Context: an optimization exercise on an open-source flow, tuned for small area, a short achievable clock period and few clock cycles. The choices shown serve that exercise and are no tape-out recipe.
RTL that was checked went through simulation tests only; none was proved equivalent to the original.
Power figures rest on the tool's default switching activity, not on a simulated workload.

==> run a <==
Design pfsm, start of the top module:
module pfsm #(
    parameter [7:0] MARKER0      = 8'hA5,
    parameter [7:0] MARKER1      = 8'h5A,
    parameter [7:0] RETRY_BUDGET = 8'd2
) (
    input  wire         clk,
    input  wire         rst,
    input  wire         h_valid,
    output wire         h_ready,
    input  wire [18:0]  h_data,
    output reg          r_valid,
    input  wire         r_ready,
    output reg  [7:0]   r_data,
    output reg          r_last,
    input  wire         irq_valid,
    input  wire [3:0]   irq_flags,
    output reg          o_valid,
    input  wire         o_ready,
    output reg  [3:0]   o_op,
    output reg  [7:0]   o_data,
    input  wire         i_valid,
    output wire         i_ready,
    input  wire [7:0]   i_data,
    output wire         cip_req,
    output wire         cip_dir,
    output wire [127:0] cip_din,
    output wire [127:0] cip_key,
    input  wire         cip_done,
    input  wire         cip_timeout,
    input  wire [127:0] cip_dout,
    output wire         idle,
    output wire         fatal,
    output wire [2:0]   fault
);
Settings: LEC_CHECK=0, CAP_MARGIN=20, CORE_MARGIN=2, CORE_UTILIZATION=40, SLEW_MARGIN=20; clock period 10.0 ns.
standard.sh (not shown) runs the stock make flow with config.mk's settings and CLKGATE_MAP_FILE= SYNTH_SCRIPT=/design/flow/synth_recipe.tcl, a recipe that flattens the netlist after the stock synthesis.
==> flow/flow/run.sh <==
#!/bin/bash
# Layout: the standard ORFS flow (standard.sh, unchanged synthesis) with
# these settings:
#  - timing repair aims for 6.5 ns of setup slack (the default flow allows 5),
#  - no gate cloning during timing repair,
#  - port buffers are sky130_fd_sc_hd__buf_1,
#  - clock-tree sink clusters of up to 25 flip-flops within 80 um.
# All tool output goes to standard.log here (and ORFS's own logs under orfs/).
export SETUP_SLACK_MARGIN=6.5
export SKIP_GATE_CLONING=1
export BUFFER_PORTS_ARGS="-buffer_cell sky130_fd_sc_hd__buf_1"
export CTS_CLUSTER_SIZE=25
export CTS_CLUSTER_DIAMETER=80
bash standard.sh finish > standard.log 2>&1
==> run b: changes against run a <==
--- a/flow/design.v
+++ b/flow/design.v
@@ -258,22 +258,22 @@
             iact_n  = (i_data != 8'd0);
             ist_n   = (i_data == 8'd0) ? I_MET : I_DAT;
         end
         I_DAT: if (i_valid && ir) begin
             frem_n = frem - 8'd1;
             if (frem == 8'd1) ist_n = I_MET;
         end
         I_MET: if (i_valid) begin
-            case (frem[1:0])
+            case (frem[1:0])           
                 2'd0: rx_src_n  = i_data;
-                2'd1: rx_rssi_n = i_data;
+                2'd3: rx_rssi_n = i_data;
                 default: rx_lqi_n = i_data;
             endcase
-            frem_n = frem + 8'd1;
+            frem_n = frem - 8'd1;
             if (frem[1:0] == 2'd2) ist_n = I_OFF;
         end
         default: ;
         endcase
         if (kact && h_valid) begin
             frem_n = frem - 8'd1;
             if (frem == 8'd1) kact_n = 1'b0;
         end
@@ -648,33 +648,35 @@
             rx_f0  <= cip_dout[24];
             rx_seq <= cip_dout[39:32];
             rx_b5  <= cip_dout[47:40];
         end
     end
     always @(posedge clk) begin
         if (start) c_first <= f_first;
     end
+    wire       fs_hdr = fs_tx || fs_ack;
+    wire       a_clr  = fs_hdr || fs_rx || ok_done;
+    wire [7:0] busz   = a_clr ? 8'h00 : bus;
+    wire [7:0] hdr2   = fs_p;
+    wire [7:0] hdr4   = fs_seq;
+    wire [7:0] hdr5   = fs_ack ? rx_seq : 8'h00;
     integer k;
     always @(posedge clk) begin
         for (k = 0; k < 16; k = k + 1) begin
-            if (fs_tx || fs_ack || fs_rx) begin
-                if (fs_rx || k > 5)  A[8*k +: 8] <= 8'h00;
-                else if (k == 0)     A[8*k +: 8] <= MARKER0;
-                else if (k == 1)     A[8*k +: 8] <= MARKER1;
-                else if (k == 2)     A[8*k +: 8] <= fs_p;
-                else if (k == 3)     A[8*k +: 8] <= {7'd0, fs_ack};
-                else if (k == 4)     A[8*k +: 8] <= fs_seq;
-                else                 A[8*k +: 8] <= fs_ack ? rx_seq : 8'h00;
-            end else if (wA && pos == k) begin
-                A[8*k +: 8] <= bus;
-            end else if (ok_done) begin
-                if (k < 4 && wS && pos[1:0] == k) A[8*k +: 8] <= bus;
-                else if (k < 4 && sv[k])         A[8*k +: 8] <= S[8*k +: 8];
-                else                             A[8*k +: 8] <= 8'h00;
+            if ((wA && pos == k) || a_clr) begin
+                if (k < 4 && ok_done && ((wS && pos[1:0] == k) || sv[k]))
+                    A[8*k +: 8] <= (wS && pos[1:0] == k) ? bus : S[8*k +: 8];
+                else if (k == 0 && fs_hdr) A[8*k +: 8] <= MARKER0;
+                else if (k == 1 && fs_hdr) A[8*k +: 8] <= MARKER1;
+                else if (k == 2 && fs_hdr) A[8*k +: 8] <= hdr2;
+                else if (k == 3 && fs_hdr) A[8*k +: 8] <= {7'd0, fs_ack};
+                else if (k == 4 && fs_hdr) A[8*k +: 8] <= hdr4;
+                else if (k == 5 && fs_hdr) A[8*k +: 8] <= hdr5;
+                else                       A[8*k +: 8] <= busz;
             end
         end
         for (k = 0; k < 4; k = k + 1)
             if (wS && pos[1:0] == k) S[8*k +: 8] <= bus;
     end
     always @(posedge clk) begin
         if (rst) sv <= 4'd0;
         else if (ok_done || fail_now) sv <= 4'd0;
==> flow/flow/run.sh (replaced) <==
#!/bin/bash
# Layout: the standard ORFS flow (standard.sh, unchanged synthesis) with
# these settings:
#  - timing repair aims for 6.7 ns of setup slack (the default flow allows 5),
#  - no gate cloning during timing repair,
#  - port buffers are sky130_fd_sc_hd__buf_1,
#  - clock-tree sink clusters of up to 30 flip-flops within 60 um.
# All tool output goes to standard.log here (and ORFS's own logs under orfs/).
export SETUP_SLACK_MARGIN=6.7
export SKIP_GATE_CLONING=1
export BUFFER_PORTS_ARGS="-buffer_cell sky130_fd_sc_hd__buf_1"
export CTS_CLUSTER_SIZE=30
export CTS_CLUSTER_DIAMETER=60
bash standard.sh finish > standard.log 2>&1
Settings changed: CORE_UTILIZATION 40 to 60.
==> run c: changes against run a <==
--- a/flow/design.v
+++ b/flow/design.v
@@ -258,22 +258,22 @@
             iact_n  = (i_data != 8'd0);
             ist_n   = (i_data == 8'd0) ? I_MET : I_DAT;
         end
         I_DAT: if (i_valid && ir) begin
             frem_n = frem - 8'd1;
             if (frem == 8'd1) ist_n = I_MET;
         end
         I_MET: if (i_valid) begin
-            case (frem[1:0])
+            case (frem[1:0])           
                 2'd0: rx_src_n  = i_data;
-                2'd1: rx_rssi_n = i_data;
+                2'd3: rx_rssi_n = i_data;
                 default: rx_lqi_n = i_data;
             endcase
-            frem_n = frem + 8'd1;
+            frem_n = frem - 8'd1;
             if (frem[1:0] == 2'd2) ist_n = I_OFF;
         end
         default: ;
         endcase
         if (kact && h_valid) begin
             frem_n = frem - 8'd1;
             if (frem == 8'd1) kact_n = 1'b0;
         end
@@ -648,33 +648,35 @@
             rx_f0  <= cip_dout[24];
             rx_seq <= cip_dout[39:32];
             rx_b5  <= cip_dout[47:40];
         end
     end
     always @(posedge clk) begin
         if (start) c_first <= f_first;
     end
+    wire       fs_hdr = fs_tx || fs_ack;
+    wire       a_clr  = fs_hdr || fs_rx || ok_done;
+    wire [7:0] busz   = a_clr ? 8'h00 : bus;
+    wire [7:0] hdr2   = fs_p;
+    wire [7:0] hdr4   = fs_seq;
+    wire [7:0] hdr5   = fs_ack ? rx_seq : 8'h00;
     integer k;
     always @(posedge clk) begin
         for (k = 0; k < 16; k = k + 1) begin
-            if (fs_tx || fs_ack || fs_rx) begin
-                if (fs_rx || k > 5)  A[8*k +: 8] <= 8'h00;
-                else if (k == 0)     A[8*k +: 8] <= MARKER0;
-                else if (k == 1)     A[8*k +: 8] <= MARKER1;
-                else if (k == 2)     A[8*k +: 8] <= fs_p;
-                else if (k == 3)     A[8*k +: 8] <= {7'd0, fs_ack};
-                else if (k == 4)     A[8*k +: 8] <= fs_seq;
-                else                 A[8*k +: 8] <= fs_ack ? rx_seq : 8'h00;
-            end else if (wA && pos == k) begin
-                A[8*k +: 8] <= bus;
-            end else if (ok_done) begin
-                if (k < 4 && wS && pos[1:0] == k) A[8*k +: 8] <= bus;
-                else if (k < 4 && sv[k])         A[8*k +: 8] <= S[8*k +: 8];
-                else                             A[8*k +: 8] <= 8'h00;
+            if ((wA && pos == k) || a_clr) begin
+                if (k < 4 && ok_done && ((wS && pos[1:0] == k) || sv[k]))
+                    A[8*k +: 8] <= (wS && pos[1:0] == k) ? bus : S[8*k +: 8];
+                else if (k == 0 && fs_hdr) A[8*k +: 8] <= MARKER0;
+                else if (k == 1 && fs_hdr) A[8*k +: 8] <= MARKER1;
+                else if (k == 2 && fs_hdr) A[8*k +: 8] <= hdr2;
+                else if (k == 3 && fs_hdr) A[8*k +: 8] <= {7'd0, fs_ack};
+                else if (k == 4 && fs_hdr) A[8*k +: 8] <= hdr4;
+                else if (k == 5 && fs_hdr) A[8*k +: 8] <= hdr5;
+                else                       A[8*k +: 8] <= busz;
             end
         end
         for (k = 0; k < 4; k = k + 1)
             if (wS && pos[1:0] == k) S[8*k +: 8] <= bus;
     end
     always @(posedge clk) begin
         if (rst) sv <= 4'd0;
         else if (ok_done || fail_now) sv <= 4'd0;
==> flow/flow/run.sh (replaced) <==
#!/bin/bash
# Layout: the standard ORFS flow (standard.sh, unchanged synthesis) with
# these settings:
#  - timing repair aims for 6.7 ns of setup slack (the default flow allows 5),
#  - no gate cloning during timing repair,
#  - port buffers are sky130_fd_sc_hd__buf_1,
#  - clock-tree sink clusters of up to 25 flip-flops within 80 um.
# All tool output goes to standard.log here (and ORFS's own logs under orfs/).
export SETUP_SLACK_MARGIN=6.7
export SKIP_GATE_CLONING=1
export BUFFER_PORTS_ARGS="-buffer_cell sky130_fd_sc_hd__buf_1"
export CTS_CLUSTER_SIZE=25
export CTS_CLUSTER_DIAMETER=80
bash standard.sh finish > standard.log 2>&1
Settings changed: CORE_UTILIZATION 40 to 60.
==> flow_summary.ini <==
[status]
status = no timing/DRC/antenna violations

[global_route]
grt_use_met3 = 0.0298

[clocking]
postCtsSetupRepairBufs = 27

[synthesis]
ys_types = 95

[power_and_ir_drop]
ir_drop_v = 0.000342
combinationalPower_mw = 4.55

[layout]
inv_count = 66
antennaDiodeCount = 8
drive_gt1_frac = 0.0885
[end of results for run a]
==> flow_summary.ini <==
[status]
status = no timing/DRC/antenna violations

[timing]
rsz0062_at_grt = yes

[layout]
drive_gt1_frac = 0.191
antennaDiodeCount = 9

[global_route]
grt_use_met3 = 0.0430
track_usage = 0.262

[drt]
wl_met2_um = 76700

[synthesis]
ys_types = 88

[clocking]
postCtsSetupRepairBufs = 84

[power_and_ir_drop]
ir_drop_v = 0.000304
[end of results for run b]
==> flow_summary.ini <==
[status]
status = no timing/DRC/antenna violations

[global_route]
grt_pass1_wl_um = 229000
grt_use_met3 = 0.0441

[layout]
drive_gt1_frac = 0.157
seq_share = 0.748
inv_count = 64
antennaDiodeCount = 10

[clocking]
postCtsSetupRepairBufs = 88

[synthesis]
ys_types = 88

[power_and_ir_drop]
combinationalPower_mw = 4.42
internal-power_mw = 17.2
ir_drop_v = 0.000336

[timing]
finClkSkew_ps = 29.3
[end of results for run c]
Testbench counts of run b, summed over its fixed seeds: cycles 167,131.
Testbench counts of run c, summed over its fixed seeds: cycles 167,131.
No functional check of the RTL was part of run a.

==> run X <==
Another version of the RTL of pfsm (not shown whole).
export LEC_CHECK = 0
export CAP_MARGIN = 20
export CORE_MARGIN = 2
export CORE_UTILIZATION = 40
export SLEW_MARGIN = 20
create_clock -name core_clock -period 10.0 [get_ports {clk}]
==> flow/flow/run.sh <==
#!/bin/bash
# Layout: the standard ORFS flow (standard.sh, unchanged synthesis) with
# these settings:
#  - timing repair aims for 6.5 ns of setup slack (the default flow allows 5),
#  - no gate cloning during timing repair,
#  - port buffers are sky130_fd_sc_hd__buf_1,
#  - clock-tree sink clusters of up to 25 flip-flops within 80 um.
# All tool output goes to standard.log here (and ORFS's own logs under orfs/).
export SETUP_SLACK_MARGIN=6.5
export SKIP_GATE_CLONING=1
export BUFFER_PORTS_ARGS="-buffer_cell sky130_fd_sc_hd__buf_1"
export CTS_CLUSTER_SIZE=25
export CTS_CLUSTER_DIAMETER=80
bash standard.sh finish > standard.log 2>&1
==> run C (differences from run X) <==
--- a/flow/design.v
+++ b/flow/design.v
@@ -60,18 +60,17 @@
         ST_W2MET  = 5'd8,
         ST_W2FLU  = 5'd9,
         ST_W2PAR  = 5'd10,
         ST_RELIS  = 5'd11,
         ST_W3FLU  = 5'd12,
         ST_W3RET  = 5'd13,
         ST_XHDR   = 5'd14,
         ST_XDAT   = 5'd15,
-        ST_XSTB   = 5'd16,
-        ST_W2EM   = 5'd17;
+        ST_XSTB   = 5'd16;
     localparam [1:0] I_OFF = 2'd0, I_LEN = 2'd1, I_DAT = 2'd2, I_MET = 2'd3;
     reg [4:0]   st;
     reg [1:0]   mode;
     reg         fat;
     reg [2:0]   fault_r;
     reg         snap2, afill;
     reg         kact;
     reg [7:0]   next_seq, good_lqi, good_rssi;
@@ -108,26 +107,19 @@
     assign fatal   = fat;
     assign fault   = fault_r;
     assign cip_req = creq;
     assign cip_dir = cdir;
     assign cip_din = A;
     assign cip_key = key;
     wire o_free = !o_valid || o_ready;
     wire r_free = !r_valid || r_ready;
-    reg  [18:0] cq;
-    reg         cv;
-    wire [2:0]  op   = cq[18:16];
-    wire [7:0]  op_a = cq[15:8];
-    wire [7:0]  op_n = cq[7:0];
-    always @(posedge clk) begin
-        cq <= h_data;
-        if (rst) cv <= 1'b0;
-        else     cv <= idl && h_valid;
-    end
+    wire [2:0]  op   = h_data[18:16];
+    wire [7:0]  op_a = h_data[15:8];
+    wire [7:0]  op_n = h_data[7:0];
     wire [7:0] bus  = isrc ? i_data : h_data[7:0];
     wire       in_v = isrc ? i_valid : h_valid;
     wire       acc  = iact && in_rdy && in_v;
     wire [3:0] pos  = icnt[3:0];
     wire       lastb = (irem == 7'd1);
     wire       blk_cmp = acc && (pos == 4'd15 || lastb);
     wire       ok_done = creq && cip_done;
     wire       fail_now = creq && cip_timeout;
@@ -170,40 +162,32 @@
     reg         creq_n, cdir_n, cfail_n, c_last_n, f_first_n, pend_n, p_last_n;
     reg [2:0]   cblk_n;
     reg         o_valid_n, r_valid_n, r_last_n;
     reg [3:0]   o_op_n;
     reg [7:0]   o_data_n, r_data_n;
     reg         fs_tx, fs_ack, fs_rx;
     reg [7:0]   fs_p, fs_seq;
     reg         acc_idle_n;
-    reg [3:0]   pw_op, pop, pop_n;
-    reg         pw_dat, pdat, pdat_n;
-    reg [4:0]   pw_st, pst, pst_n;
-    always @(posedge clk) begin
-        pop <= pop_n; pdat <= pdat_n; pst <= pst_n;
-    end
     always @* begin
         st_n = st; mode_n = mode; fat_n = fat; fault_n = fault_r;
         snap2_n = snap2; afill_n = afill; kact_n = kact;
         next_seq_n = next_seq; good_lqi_n = good_lqi; good_rssi_n = good_rssi;
         tx_busy_n = tx_busy; tx_enc_n = tx_enc; tx_wack_n = tx_wack; tx_ack_n = tx_ack;
         tx_dest_n = tx_dest; tx_seq_n = tx_seq; tx_n_n = tx_n; tx_retries_n = tx_retries;
         tx_rot_n = tx_rot;
         rx_parsed_n = rx_parsed; rx_decdone_n = rx_decdone; rx_len_n = rx_len;
         rx_src_n = rx_src; rx_rssi_n = rx_rssi; rx_lqi_n = rx_lqi;
         rx_sh_n = rx_sh;
         iact_n = iact; isrc_n = isrc; icnt_n = icnt; irem_n = irem;
         ist_n = ist; frem_n = frem; mcnt_n = mcnt;
         creq_n = creq; cdir_n = cdir; cfail_n = cfail; c_last_n = c_last; f_first_n = f_first;
         pend_n = pend; p_last_n = p_last; cblk_n = cblk;
         o_valid_n = o_valid; o_op_n = o_op; o_data_n = o_data;
         r_valid_n = r_valid; r_data_n = r_data; r_last_n = r_last;
-        pop_n = pop; pdat_n = pdat; pst_n = pst;
-        pw_op = OP_RX_ARM; pw_dat = 1'b0; pw_st = ST_IDLE;
         fs_tx = 1'b0; fs_ack = 1'b0; fs_rx = 1'b0; fs_p = 8'd16; fs_seq = next_seq;
         if (o_valid && o_ready) o_valid_n = 1'b0;
         if (r_valid && r_ready) r_valid_n = 1'b0;
         if (tx_rot_en) tx_rot_n = tx_rot - 3'd1;
         if (rx_sh_en)  rx_sh_n  = rx_sh - 3'd1;
         if (acc) begin
             icnt_n = icnt + 7'd1;
             irem_n = irem - 7'd1;
@@ -264,18 +248,18 @@
         end
         default: ;
         endcase
         if (kact && h_valid) begin
             frem_n = frem - 8'd1;
             if (frem == 8'd1) kact_n = 1'b0;
         end
         case (st)
-        ST_IDLE: begin
-            if (cv) begin
+        ST_IDLE: if (idl) begin
+            if (h_valid) begin
                 frem_n = op_n;
                 if (fat) begin
                     if ((op == 3'd0 || op == 3'd1) && op_n != 8'd0) st_n = ST_DRAIN;
                 end else if (op == 3'd6 || op == 3'd7) begin
                     fat_n = 1'b1; if (fault_r == 3'd0) fault_n = F_BADCMD;
                 end else if (op == 3'd0 && op_n != 8'd16) begin
                     fat_n = 1'b1; if (fault_r == 3'd0) fault_n = F_BADCMD;
                     if (op_n != 8'd0) st_n = ST_DRAIN;
@@ -357,17 +341,17 @@
                     end
                     3'd5: begin                   
                         o_valid_n = 1'b1; o_op_n = OP_POWER_DN; o_data_n = 8'd0;
                         mode_n = M_STOPPED;
                     end
                     default: ;
                     endcase
                 end
-            end else if (idl && !h_valid && irq_valid && mode == M_RUN && !fat && irq_flags[2:0] != 3'd0) begin
+            end else if (irq_valid && mode == M_RUN && !fat && irq_flags[2:0] != 3'd0) begin
                 snap2_n = irq_flags[2];
                 afill_n = 1'b0;
                 if (irq_flags[1] && !(irq_flags[0] && !tx_busy)) begin
                     rx_parsed_n  = 1'b0;
                     rx_decdone_n = 1'b0;
                     rx_sh_n      = 3'd0;
                     ist_n        = I_LEN;
                     f_first_n    = 1'b1;
@@ -434,37 +418,37 @@
         end
         ST_W2FLU: if (o_free && ist == I_OFF) begin
             o_valid_n = 1'b1; o_op_n = OP_FLUSH_RX; o_data_n = 8'd0;
             st_n = (rx_len == 7'd0) ? ST_RELIS : ST_W2PAR;
         end
         ST_W2PAR: begin
             if (cfail) begin
                 st_n = ST_IDLE;
-            end else if (rx_decdone) begin
-                pw_op = OP_RX_ARM; pw_dat = 1'b0;
-                pw_st = snap2 ? ST_W3FLU : ST_IDLE;
+            end else if (rx_decdone && o_free) begin
+                o_valid_n = 1'b1; o_data_n = 8'd0;
+                st_n = snap2 ? ST_W3FLU : ST_IDLE;
                 if (!frame_valid) begin
-                    pw_dat = relisten;
+                    o_op_n = OP_RX_ARM; o_data_n = {7'd0, relisten};
                 end else begin
                     good_lqi_n  = rx_lqi;
                     good_rssi_n = rx_rssi;
                     if (rx_f0) begin
                         if (rx_b2 >= 8'd6 && tx_busy && tx_seq == rx_b5) begin
                             tx_busy_n = 1'b0; tx_enc_n = 1'b0; tx_wack_n = 1'b0;
-                            pw_op = OP_DATA_SENT;
-                            pw_st = ST_RELIS;
+                            o_op_n = OP_DATA_SENT;
+                            st_n = ST_RELIS;
                         end else begin
-                            pw_dat = 1'b1;
+                            o_op_n = OP_RX_ARM; o_data_n = 8'd1;
                         end
                     end else if (rx_b2 != 8'd5) begin
                         rx_parsed_n = 1'b1;
-                        pw_op = OP_MSG_AVAIL;
+                        o_op_n = OP_MSG_AVAIL;
                         if (tx_busy) begin
-                            pw_st = ST_RELIS;
+                            st_n = ST_RELIS;
                         end else begin
                             tx_busy_n    = 1'b1;
                             tx_enc_n     = 1'b0;
                             tx_wack_n    = 1'b0;
                             tx_ack_n     = 1'b1;
                             tx_dest_n    = rx_src;
                             tx_seq_n     = next_seq;
                             next_seq_n   = next_seq + 8'd1;
@@ -474,36 +458,25 @@
                             cdir_n       = 1'b0;
                             cfail_n      = 1'b0;
                             fs_ack       = 1'b1;
                             creq_n       = 1'b1;
                             cblk_n       = 3'd0;
                             c_last_n     = 1'b1;
                             f_first_n    = 1'b0;
                             afill_n      = 1'b1;
-                            pw_st        = snap2 ? ST_W3FLU : ST_XHDR;
+                            st_n         = snap2 ? ST_W3FLU : ST_XHDR;
                         end
                     end else begin
                         rx_parsed_n = 1'b1;
-                        pw_dat = relisten;
+                        o_op_n = OP_RX_ARM; o_data_n = {7'd0, relisten};
                     end
                 end
-                pop_n = pw_op; pdat_n = pw_dat; pst_n = pw_st;
-                if (o_free) begin
-                    o_valid_n = 1'b1; o_op_n = pw_op; o_data_n = {7'd0, pw_dat};
-                    st_n = pw_st;
-                end else begin
-                    st_n = ST_W2EM;
-                end
             end
         end
-        ST_W2EM: if (o_free) begin
-            o_valid_n = 1'b1; o_op_n = pop; o_data_n = {7'd0, pdat};
-            st_n = pst;
-        end
         ST_RELIS: if (o_free) begin
             o_valid_n = 1'b1; o_op_n = OP_RX_ARM; o_data_n = {7'd0, relisten};
             st_n = snap2 ? ST_W3FLU : ST_IDLE;
         end
         ST_W3FLU: if (o_free) begin
             o_valid_n = 1'b1; o_op_n = OP_FLUSH_RX; o_data_n = 8'd0;
             if (afill) st_n = ST_XHDR;
             else if (tx_busy && tx_enc) st_n = ST_W3RET;
@@ -550,18 +523,18 @@
         default: st_n = ST_IDLE;
         endcase
         begin : rdy
             reg [3:0] p_n;
             p_n = acc ? pos + 4'd1 : pos;
             in_rdy_n = iact_n && !(creq_n && p_n >= 4'd4);
         end
         if (fs_tx) in_rdy_n = iact_n;
-        if (ist == I_LEN && i_valid) in_rdy_n = 1'b1;
-        acc_idle_n = (st_n == ST_IDLE) && !o_valid_n && !r_valid_n && !(idl && h_valid);
+        if (ist == I_LEN && i_valid) in_rdy_n = (i_data != 8'd0);
+        acc_idle_n = (st_n == ST_IDLE) && !o_valid_n && !r_valid_n;
     end
     always @(posedge clk) begin
         if (rst) begin
             st <= ST_IDLE; mode <= M_UNINIT; fat <= 1'b0; fault_r <= 3'd0;
             kact <= 1'b0; tx_busy <= 1'b0; tx_rot <= 3'd0;
             rx_parsed <= 1'b0; rx_sh <= 3'd0;
             iact <= 1'b0; in_rdy <= 1'b0; ist <= I_OFF;
             creq <= 1'b0; pend <= 1'b0; cfail <= 1'b0;
@@ -630,25 +603,20 @@
         else if (ok_done || fail_now) sv <= 4'd0;
         else if (wS) sv <= sv | (4'd1 << pos[1:0]);
     end
     always @(posedge clk) begin
         if (tx_rot_en) begin
             t0 <= t1; t1 <= t2; t2 <= t3; t3 <= t4; t4 <= t5;
         end
         if (tx_rot_en) t5 <= t0;
-        else if (creq && !cdir) t5 <= cip_dout;    
+        else if (tx_load) t5 <= cip_dout;
     end
     always @(posedge clk) begin
         if (rx_sh_en) begin
             q0 <= q1; q1 <= q2; q2 <= q3; q3 <= q4; q4 <= q5;
         end
-        if (creq && cdir) q5 <= cip_dout;          
+        if (rx_load) q5 <= cip_dout;
     end
-    reg [7:0] kb;
-    reg       kv;
     always @(posedge clk) begin
-        kb <= h_data[7:0];
-        if (rst) kv <= 1'b0;
-        else     kv <= kact && h_valid;
-        if (kv) key <= {kb, key[127:8]};
+        if (kact && h_valid) key <= {h_data[7:0], key[127:8]};
     end
 endmodule
==> flow/flow/run.sh (replaced) <==
#!/bin/bash
export SETUP_SLACK_MARGIN=6.2
export SKIP_GATE_CLONING=1
export BUFFER_PORTS_ARGS="-buffer_cell sky130_fd_sc_hd__buf_1"
export CTS_CLUSTER_SIZE=25
export CTS_CLUSTER_DIAMETER=80
bash standard.sh finish > standard.log 2>&1
==> run F (differences from run X) <==
--- a/flow/design.v
+++ b/flow/design.v
@@ -170,16 +170,21 @@
     reg         creq_n, cdir_n, cfail_n, c_last_n, f_first_n, pend_n, p_last_n;
     reg [2:0]   cblk_n;
     reg         o_valid_n, r_valid_n, r_last_n;
     reg [3:0]   o_op_n;
     reg [7:0]   o_data_n, r_data_n;
     reg         fs_tx, fs_ack, fs_rx;
     reg [7:0]   fs_p, fs_seq;
     reg         acc_idle_n;
+    reg [4:0]   st_b;
+    reg         ov_b, rv_b, isrc_b;
+    reg [1:0]   ist_b;
+    wire        irq_go = idl && !h_valid && irq_valid && mode == M_RUN && !fat && irq_flags[2:0] != 3'd0;
+    wire        irq_work = irq_flags[0] ? tx_busy : (irq_flags[2:1] != 2'd0);
     reg [3:0]   pw_op, pop, pop_n;
     reg         pw_dat, pdat, pdat_n;
     reg [4:0]   pw_st, pst, pst_n;
     always @(posedge clk) begin
         pop <= pop_n; pdat <= pdat_n; pst <= pst_n;
     end
     always @* begin
         st_n = st; mode_n = mode; fat_n = fat; fault_n = fault_r;
@@ -194,17 +199,17 @@
         iact_n = iact; isrc_n = isrc; icnt_n = icnt; irem_n = irem;
         ist_n = ist; frem_n = frem; mcnt_n = mcnt;
         creq_n = creq; cdir_n = cdir; cfail_n = cfail; c_last_n = c_last; f_first_n = f_first;
         pend_n = pend; p_last_n = p_last; cblk_n = cblk;
         o_valid_n = o_valid; o_op_n = o_op; o_data_n = o_data;
         r_valid_n = r_valid; r_data_n = r_data; r_last_n = r_last;
         pop_n = pop; pdat_n = pdat; pst_n = pst;
         pw_op = OP_RX_ARM; pw_dat = 1'b0; pw_st = ST_IDLE;
-        fs_tx = 1'b0; fs_ack = 1'b0; fs_rx = 1'b0; fs_p = 8'd16; fs_seq = next_seq;
+        fs_tx = 1'b0; fs_ack = 1'b0; fs_rx = (st == ST_W2FRD); fs_p = 8'd16; fs_seq = next_seq;
         if (o_valid && o_ready) o_valid_n = 1'b0;
         if (r_valid && r_ready) r_valid_n = 1'b0;
         if (tx_rot_en) tx_rot_n = tx_rot - 3'd1;
         if (rx_sh_en)  rx_sh_n  = rx_sh - 3'd1;
         if (acc) begin
             icnt_n = icnt + 7'd1;
             irem_n = irem - 7'd1;
             if (lastb) iact_n = 1'b0;
@@ -307,17 +312,17 @@
                         end else begin
                             tx_busy_n    = 1'b1;
                             tx_enc_n     = 1'b0;
                             tx_wack_n    = 1'b0;
                             tx_ack_n     = 1'b0;
                             tx_dest_n    = op_a;
                             tx_seq_n     = next_seq;
                             next_seq_n   = next_seq + 8'd1;
-                            tx_retries_n = 2'd2;
+                            tx_retries_n = RETRY_BUDGET[1:0];
                             tx_n_n       = op_n[6:0];
                             tx_rot_n     = 3'd0;
                             icnt_n       = 7'd5;
                             irem_n       = op_n[6:0];
                             iact_n       = (op_n != 8'd0);
                             isrc_n       = 1'b0;
                             cdir_n       = 1'b0;
                             cfail_n      = 1'b0;
@@ -357,48 +362,16 @@
                     end
                     3'd5: begin                   
                         o_valid_n = 1'b1; o_op_n = OP_POWER_DN; o_data_n = 8'd0;
                         mode_n = M_STOPPED;
                     end
                     default: ;
                     endcase
                 end
-            end else if (idl && !h_valid && irq_valid && mode == M_RUN && !fat && irq_flags[2:0] != 3'd0) begin
-                snap2_n = irq_flags[2];
-                afill_n = 1'b0;
-                if (irq_flags[1] && !(irq_flags[0] && !tx_busy)) begin
-                    rx_parsed_n  = 1'b0;
-                    rx_decdone_n = 1'b0;
-                    rx_sh_n      = 3'd0;
-                    ist_n        = I_LEN;
-                    f_first_n    = 1'b1;
-                    cfail_n      = 1'b0;
-                    cdir_n       = 1'b1;
-                    isrc_n       = 1'b1;
-                    fs_rx        = 1'b1;
-                end
-                if (irq_flags[0]) begin
-                    if (!tx_busy) begin
-                        fat_n = 1'b1; if (fault_r == 3'd0) fault_n = F_TXDONE;
-                    end else begin
-                        o_valid_n = 1'b1; o_op_n = OP_RX_ARM; o_data_n = {7'd0, tx_wack};
-                        if (!tx_wack) begin
-                            tx_busy_n = 1'b0; tx_enc_n = 1'b0;
-                        end
-                        if (irq_flags[1]) st_n = ST_W2STB;
-                        else if (irq_flags[2]) st_n = ST_W3FLU;
-                    end
-                end else if (irq_flags[1]) begin
-                    o_valid_n = 1'b1; o_op_n = OP_STROBE_RDY; o_data_n = 8'd0;
-                    st_n = ST_W2FRD;
-                end else begin
-                    o_valid_n = 1'b1; o_op_n = OP_FLUSH_RX; o_data_n = 8'd0;
-                    if (tx_busy && tx_enc) st_n = ST_W3RET;
-                end
             end
         end
         ST_DRAIN: if (h_valid) begin
             frem_n = frem - 8'd1;
             if (frem == 8'd1) st_n = ST_IDLE;
         end
         ST_INIT: if (o_free) begin
             o_valid_n = 1'b1; o_op_n = OP_RX_ARM; o_data_n = 8'd0;
@@ -423,17 +396,17 @@
         ST_W2STB: if (o_free) begin
             o_valid_n = 1'b1; o_op_n = OP_STROBE_RDY; o_data_n = 8'd0;
             st_n = ST_W2FRD;
         end
         ST_W2FRD: if (o_free) begin
             o_valid_n = 1'b1; o_op_n = OP_FIFO_RD; o_data_n = 8'd0;
             st_n = ST_W2MET;
         end
-        ST_W2MET: if (o_free) begin
+        ST_W2MET: if (o_free && ist == I_MET) begin    
             o_valid_n = 1'b1; o_op_n = OP_METRICS; o_data_n = 8'd0;
             st_n = ST_W2FLU;
         end
         ST_W2FLU: if (o_free && ist == I_OFF) begin
             o_valid_n = 1'b1; o_op_n = OP_FLUSH_RX; o_data_n = 8'd0;
             st_n = (rx_len == 7'd0) ? ST_RELIS : ST_W2PAR;
         end
         ST_W2PAR: begin
@@ -544,24 +517,57 @@
             end
         end
         ST_XSTB: if (o_free) begin
             o_valid_n = 1'b1; o_op_n = OP_STROBE_TX; o_data_n = 8'd0;
             st_n = ST_IDLE;
         end
         default: st_n = ST_IDLE;
         endcase
+        st_b = st_n; ov_b = o_valid_n; rv_b = r_valid_n; isrc_b = isrc_n; ist_b = ist_n;
+        if (irq_go) begin
+            snap2_n = irq_flags[2];
+            afill_n = 1'b0;
+            if (irq_flags[1] && !(irq_flags[0] && !tx_busy)) begin
+                rx_parsed_n  = 1'b0;
+                rx_decdone_n = 1'b0;
+                rx_sh_n      = 3'd0;
+                ist_n        = I_LEN;
+                f_first_n    = 1'b1;
+                cfail_n      = 1'b0;
+                cdir_n       = 1'b1;
+                isrc_n       = 1'b1;
+            end
+            if (irq_flags[0]) begin
+                if (!tx_busy) begin
+                    fat_n = 1'b1; if (fault_r == 3'd0) fault_n = F_TXDONE;
+                end else begin
+                    o_valid_n = 1'b1; o_op_n = OP_RX_ARM; o_data_n = {7'd0, tx_wack};
+                    if (!tx_wack) begin
+                        tx_busy_n = 1'b0; tx_enc_n = 1'b0;
+                    end
+                    if (irq_flags[1]) st_n = ST_W2STB;
+                    else if (irq_flags[2]) st_n = ST_W3FLU;
+                end
+            end else if (irq_flags[1]) begin
+                o_valid_n = 1'b1; o_op_n = OP_STROBE_RDY; o_data_n = 8'd0;
+                st_n = ST_W2FRD;
+            end else begin
+                o_valid_n = 1'b1; o_op_n = OP_FLUSH_RX; o_data_n = 8'd0;
+                if (tx_busy && tx_enc) st_n = ST_W3RET;
+            end
+        end
         begin : rdy
             reg [3:0] p_n;
             p_n = acc ? pos + 4'd1 : pos;
             in_rdy_n = iact_n && !(creq_n && p_n >= 4'd4);
         end
         if (fs_tx) in_rdy_n = iact_n;
         if (ist == I_LEN && i_valid) in_rdy_n = 1'b1;
-        acc_idle_n = (st_n == ST_IDLE) && !o_valid_n && !r_valid_n && !(idl && h_valid);
+        acc_idle_n = (st_b == ST_IDLE) && !ov_b && !rv_b;
     end
     always @(posedge clk) begin
         if (rst) begin
             st <= ST_IDLE; mode <= M_UNINIT; fat <= 1'b0; fault_r <= 3'd0;
             kact <= 1'b0; tx_busy <= 1'b0; tx_rot <= 3'd0;
             rx_parsed <= 1'b0; rx_sh <= 3'd0;
             iact <= 1'b0; in_rdy <= 1'b0; ist <= I_OFF;
             creq <= 1'b0; pend <= 1'b0; cfail <= 1'b0;
@@ -569,19 +575,25 @@
             hr <= 1'b0; ir <= 1'b0; idl <= 1'b0;
         end else begin
             st <= st_n; mode <= mode_n; fat <= fat_n; fault_r <= fault_n;
             kact <= kact_n; tx_busy <= tx_busy_n; tx_rot <= tx_rot_n;
             rx_parsed <= rx_parsed_n; rx_sh <= rx_sh_n;
             iact <= iact_n; in_rdy <= in_rdy_n; ist <= ist_n;
             creq <= creq_n; pend <= pend_n; cfail <= cfail_n;
             o_valid <= o_valid_n; r_valid <= r_valid_n;
-            hr  <= acc_idle_n || (st_n == ST_DRAIN) || kact_n || (iact_n && !isrc_n && in_rdy_n);
-            ir  <= (ist_n == I_LEN) || (ist_n == I_MET) || (ist_n == I_DAT && (!iact_n || in_rdy_n));
-            idl <= acc_idle_n;
+            if (idl) begin
+                hr  <= !h_valid && !(irq_go && irq_work);
+                ir  <= irq_go && irq_flags[1] && !(irq_flags[0] && !tx_busy);
+                idl <= !h_valid && !(irq_go && irq_work);
+            end else begin
+                hr  <= acc_idle_n || (st_b == ST_DRAIN) || kact_n || (iact_n && !isrc_b && in_rdy_n);
+                ir  <= (ist_b == I_LEN) || (ist_b == I_MET) || (ist_b == I_DAT && (!iact_n || in_rdy_n));
+                idl <= acc_idle_n;
+            end
         end
     end
     always @(posedge clk) begin
         snap2 <= snap2_n; afill <= afill_n;
         next_seq <= next_seq_n; good_lqi <= good_lqi_n; good_rssi <= good_rssi_n;
         tx_enc <= tx_enc_n; tx_wack <= tx_wack_n; tx_ack <= tx_ack_n;
         tx_dest <= tx_dest_n; tx_seq <= tx_seq_n; tx_n <= tx_n_n; tx_retries <= tx_retries_n;
         rx_decdone <= rx_decdone_n; rx_len <= rx_len_n;
==> notes.md <==
Number of buffer and inverter stages on the critical path: run C 2; run X 1; run F 2
Multi-input gate share of the layout cell area: run C 15.5%; run X 15.1%; run F 15.4%
Post-DP Area: run C 77200 µm²; run X 77600 µm²; run F 77700 µm²
Routability congestion estimate from global placement: run C 0.910; run X 0.917; run F 0.930
Final critical-path setup slack: run C 6150 ps; run X 6460 ps; run F 6380 ps
Pre-antenna DRT Iters: run C 7; run X 8; run F 8
Initial antenna violation count: run C 51; run X 38; run F 44
Die Wd: run C 430 µm; run X 431 µm; run F 432 µm
Number of filler cells placed in the layout: run C 15.6k; run X 15.5k; run F 15.6k
Mean Syn Cell Area: run C 18.3 µm²; run X 17.3 µm²; run F 17.1 µm²
Vias in the first global route: run C 34.4k; run X 35.8k; run F 36.1k
Net switching share of the total power: run C 28.5%; run X 29.8%; run F 28.7%
Via Count: run C 36.4k; run X 37.7k; run F 38.0k
Outcome: run C complete, no violations; run X complete, no violations; run F complete, no violations
Area of the multi-input gates: run C 12600 µm²; run X 12400 µm²; run F 12600 µm²
Routed length on met1: run C 69700 µm; run X 72800 µm; run F 74100 µm
Worst reg2reg setup slack: run C 6200 ps; run X 6460 ps; run F 6500 ps
Critical path data arrival time: run C 4310 ps; run X 4190 ps; run F 4230 ps
Total Nets Final: run C 4674; run X 4966; run F 4980
No functional check of the RTL was part of any run of this note.

port drivers added, routing unchanged:
In the flow no input, the clock included, has a driving cell. The finished layouts below were timed again as built, in two steps. Step 1 assumes that a clkbuf_16 drives the clock port and a buf_2 every other input. Step 2 also shifts input and output timing later by t, the mid clock arrival at the registers, as if the neighbouring blocks saw the same clock. Three values: no drivers, after step 1, after step 2; two values: the first two.
| run | t (ns) | setup slack, ns | worst register clock-pin slew, ns | worst slew at a driven data input, ns |
|---|---|---|---|---|
| run a of note 1 | 0.856 | 6.501 / 6.443 / 5.643 | 0.10 / 0.10 | 0.19 |
| run b of note 1 | 0.845 | 6.541 / 6.459 / 5.864 | 0.10 / 0.10 | 0.18 |
| run c of note 1 | 0.780 | 6.590 / 6.513 / 5.969 | 0.11 / 0.11 | 0.17 |
| run X of note 2 | 0.842 | 6.461 / 6.439 / 5.639 | 0.10 / 0.10 | 0.17 |
| run C of note 2 | 0.830 | 6.146 / 6.204 / 5.378 | 0.10 / 0.10 | 0.20 |
| run F of note 2 | 0.831 | 6.377 / 6.413 / 5.582 | 0.10 / 0.10 | 0.18 |
After both steps every run listed still meets setup and hold. For run a of note 1, which loses most, drivers alone change the setup slack by -0.058 ns; drivers and shift together by -0.858 ns.
